Context: an optimization exercise on an open-source flow, tuned for small area. The choices shown serve that exercise and are no tape-out recipe. In this exercise RTL edits were held to simulation tests only and were not proved equivalent to the original.

==> inputs of 12-23 <==
Design mbus_phy, start of the top module:
module mbus_phy (
    input  wire        clk,
    input  wire        rst,            
    input  wire        tick,           
    input  wire        line_in,        
    input  wire [15:0] cfg_min_zero,
    input  wire [15:0] cfg_max_zero,
    input  wire [15:0] cfg_min_one,
    input  wire [15:0] cfg_max_one,
    input  wire [15:0] cfg_bit_timeout,
    input  wire [15:0] cfg_ifs,
    input  wire [15:0] cfg_tx_zero_low,
    input  wire [15:0] cfg_tx_one_low,
    input  wire [15:0] cfg_tx_zero_high,
    input  wire [15:0] cfg_tx_one_high,
    input  wire [4:0]  raw_addr,
    output reg  [7:0]  raw_data,
    output reg         rx_ready,
    output wire        rx_busy,
    input  wire        rx_clear,       
    output reg         err_framing,
    output reg         err_overflow,
    output reg         err_overrun,
    input  wire        out_we,
    input  wire [4:0]  out_addr,
    input  wire [7:0]  out_wdata,
    input  wire        tx_start,       
    output reg         tx_active,
    output reg         line_drive
);
export LEC_CHECK = 0
export CAP_MARGIN = 0
export CORE_MARGIN = 2
export CORE_UTILIZATION = 65
export PLACE_DENSITY = 0.75
export SLEW_MARGIN = 0
create_clock -name core_clock -period 10.0 [get_ports {clk}]
standard.sh (not shown) runs the stock make flow with config.mk's settings and CLKGATE_MAP_FILE= SYNTH_SCRIPT=/design/flow/synth_recipe.tcl, a recipe that flattens the netlist after the stock synthesis.
==> flow/flow/run.sh <==
#!/bin/bash
# Layout flow: the standard ORFS flow, with two changes to synthesis only:
#  - the combinational logic is mapped by ABC with an area-oriented script
#    (flow/area.abc) instead of ORFS's script and its delay target;
#  - Yosys's full-adder extraction is skipped, so that adder-like logic is
#    left to ABC.
# Registers, their names and cell types are those of the standard synthesis.
# Layout: port buffers are the smallest buffer cell, and clock-tree synthesis
# uses clkbuf_8 clusters of at most 15 sinks and no dummy loads.
set -euo pipefail
export BUFFER_PORTS_ARGS="-buffer_cell sky130_fd_sc_hd__buf_1"
export CTS_ARGS="-sink_clustering_enable -repair_clock_nets -dont_use_dummy_load -buf_list {sky130_fd_sc_hd__clkbuf_8} -root_buf sky130_fd_sc_hd__clkbuf_8 -sink_clustering_size 15 -sink_clustering_max_diameter 60"
WORK=$(pwd)
orig=$(grep -o 'SYNTH_SCRIPT=[^ ]*' standard.sh | head -1 | cut -d= -f2- | tr -d "'\"")
cat > "$WORK/flow_synth.tcl" <<EOT
proc extract_fa {args} { puts "flow: extract_fa skipped" }
proc abc {args} {
  set i [lsearch \$args -script]
  lset args [expr {\$i + 1}] $WORK/flow/area.abc
  set d [lsearch \$args -D]
  if {\$d >= 0} { set args [lreplace \$args \$d [expr {\$d + 1}]] }
  puts "flow: abc \$args"
  yosys abc {*}\$args
}
source $orig
EOT
sed "s#SYNTH_SCRIPT=[^ ]*#SYNTH_SCRIPT=$WORK/flow_synth.tcl#" standard.sh > flow_standard.sh
bash flow_standard.sh finish > "$WORK/flow_make.log" 2>&1
==> flow/flow/area.abc <==
strash
&get -n
&fraig -x
&put
scorr
dc2
dretime
strash
&get -n
&dch -f
&nf -R 1000
&put
strash
dch -f
&get -n
&nf -R 1000
&put
==> inputs of 06-08, as changes to 12-23 <==
--- a/flow/design.v
+++ b/flow/design.v
@@ -121,27 +121,19 @@
             for (j = 0; j < 6; j = j + 1)
                 g = (a[j] & ~b[j]) | (~(a[j] ^ b[j]) & g);
             ge6 = g;
         end
     endfunction
     wire [2:0] rg  = raw_addr[4:2];
     wire [1:0] rj  = raw_addr[1:0];
-    reg  [3:0] rs0, rs1, rs2, rs3;
-    reg        rf;
-    integer    m;
-    always @(*) begin
-        rs0 = 4'd0; rs1 = 4'd0; rs2 = 4'd0; rs3 = 4'd0; rf = 1'b0;
-        for (m = 0; m < 8; m = m + 1) begin
-            rs0 = rs0 | ({4{rg == m}} & raw_s0[m]);
-            rs1 = rs1 | ({4{rg == m}} & raw_s1[m]);
-            rs2 = rs2 | ({4{rg == m}} & raw_s2[m]);
-            rs3 = rs3 | ({4{rg == m}} & ((m == 7) ? raw_s2[7] : raw_s3[m % 7]));
-            rf  = rf  | ((rg == m) & raw_f[m]);
-        end
-    end
+    wire [3:0] rs0 = raw_s0[rg];
+    wire [3:0] rs1 = raw_s1[rg];
+    wire [3:0] rs2 = raw_s2[rg];
+    wire [3:0] rs3 = (rg == 3'd7) ? raw_s2[7] : raw_s3[rg];
+    wire       rf  = raw_f[rg];
     reg  [1:0] rslot;
     reg  [3:0] rval;
     wire       rx_x = rf & rs3[rj];
     always @(*) begin
         case (rj)
             2'd0: rslot = 2'd0;
             2'd1: rslot = rf ? {1'b0, ~rs3[0]} : 2'd1;
==> flow/config.mk (replaced) <==
export PLATFORM = sky130hd
export DESIGN_NAME = mbus_phy
export DESIGN_NICKNAME = mbus_phy
export VERILOG_FILES = /design/flow/design.v
export SDC_FILE = /design/flow/constraint.sdc
export NUM_CORES = 4
export LEC_CHECK = 0
export CAP_MARGIN = 20
export CORE_MARGIN = 2
export CORE_UTILIZATION = 40
export PLACE_DENSITY = 0.6
export SLEW_MARGIN = 20
==> impl_metrics.env <==
export IMPL_hold_slack_ns=0.469
export IMPL_rrSetupSlack_ns=0.52
export IMPL_p_clk_uw=697
export IMPL_final_area_sq_mm=0.0187
export IMPL_synth_seq_area_share=0.613
export IMPL_fin_crit_sh=0.948
export IMPL_dp_cells=2037
export IMPL_synthXorXnorAreaFrac=0.0136
export IMPL_die_w_um=164
export IMPL_ys_types=58
export IMPL_status="no timing/DRC/antenna violations"
export IMPL_worstReg2RegStart="tx_index[0]"
export IMPL_grt_usage=0.336
export IMPL_switchingPower_uw=612
(the above is from 12-23)
==> impl_metrics.env <==
export IMPL_rrSetupSlack_ns=0.62
export IMPL_synthXorXnorAreaFrac=0.0167
export IMPL_worstReg2RegStart="tx_index[1]"
export IMPL_hold_slack_ns=0.492
export IMPL_switchingPower_uw=654
export IMPL_synth_seq_area_share=0.611
export IMPL_final_area_sq_mm=0.0192
export IMPL_status="no timing/DRC/antenna violations"
export IMPL_fin_crit_sh=0.938
export IMPL_die_w_um=209
export IMPL_grt_usage=0.220
export IMPL_ys_types=57
export IMPL_yosysWarnings=6
export IMPL_numPortBuffers=198
export IMPL_dp_cells=2223
export IMPL_p_clk_uw=779
(the above is from 06-08)

## re-timing with driven ports
In the flow no input, the clock included, has a driving cell. The finished layouts below were timed again as built, in two steps.
Step 1: set_driving_cell puts a clkbuf_16 on clk and a buf_2 on each other input, an assumption about the parent block.
Step 2, shift: input delay + t, output delay - t, t = (earliest + latest rising clock arrival at the registers) / 2. This alone moves slack from input paths to output paths.
Slacks: ideal ports / drivers / drivers and shift; pairs: ideal ports / drivers.
run	t (ns)	setup slack, ns	worst setup path at the end	clock arrival spread, ns	cell pins on the clock port's net
12-23	0.610	0.518 / 0.518 / 0.518	register to register	0.056 / 0.056	1
06-08	0.593	0.623 / 0.623 / 0.623	register to register	0.076 / 0.077	1
After both steps setup and hold are still met in every run listed.
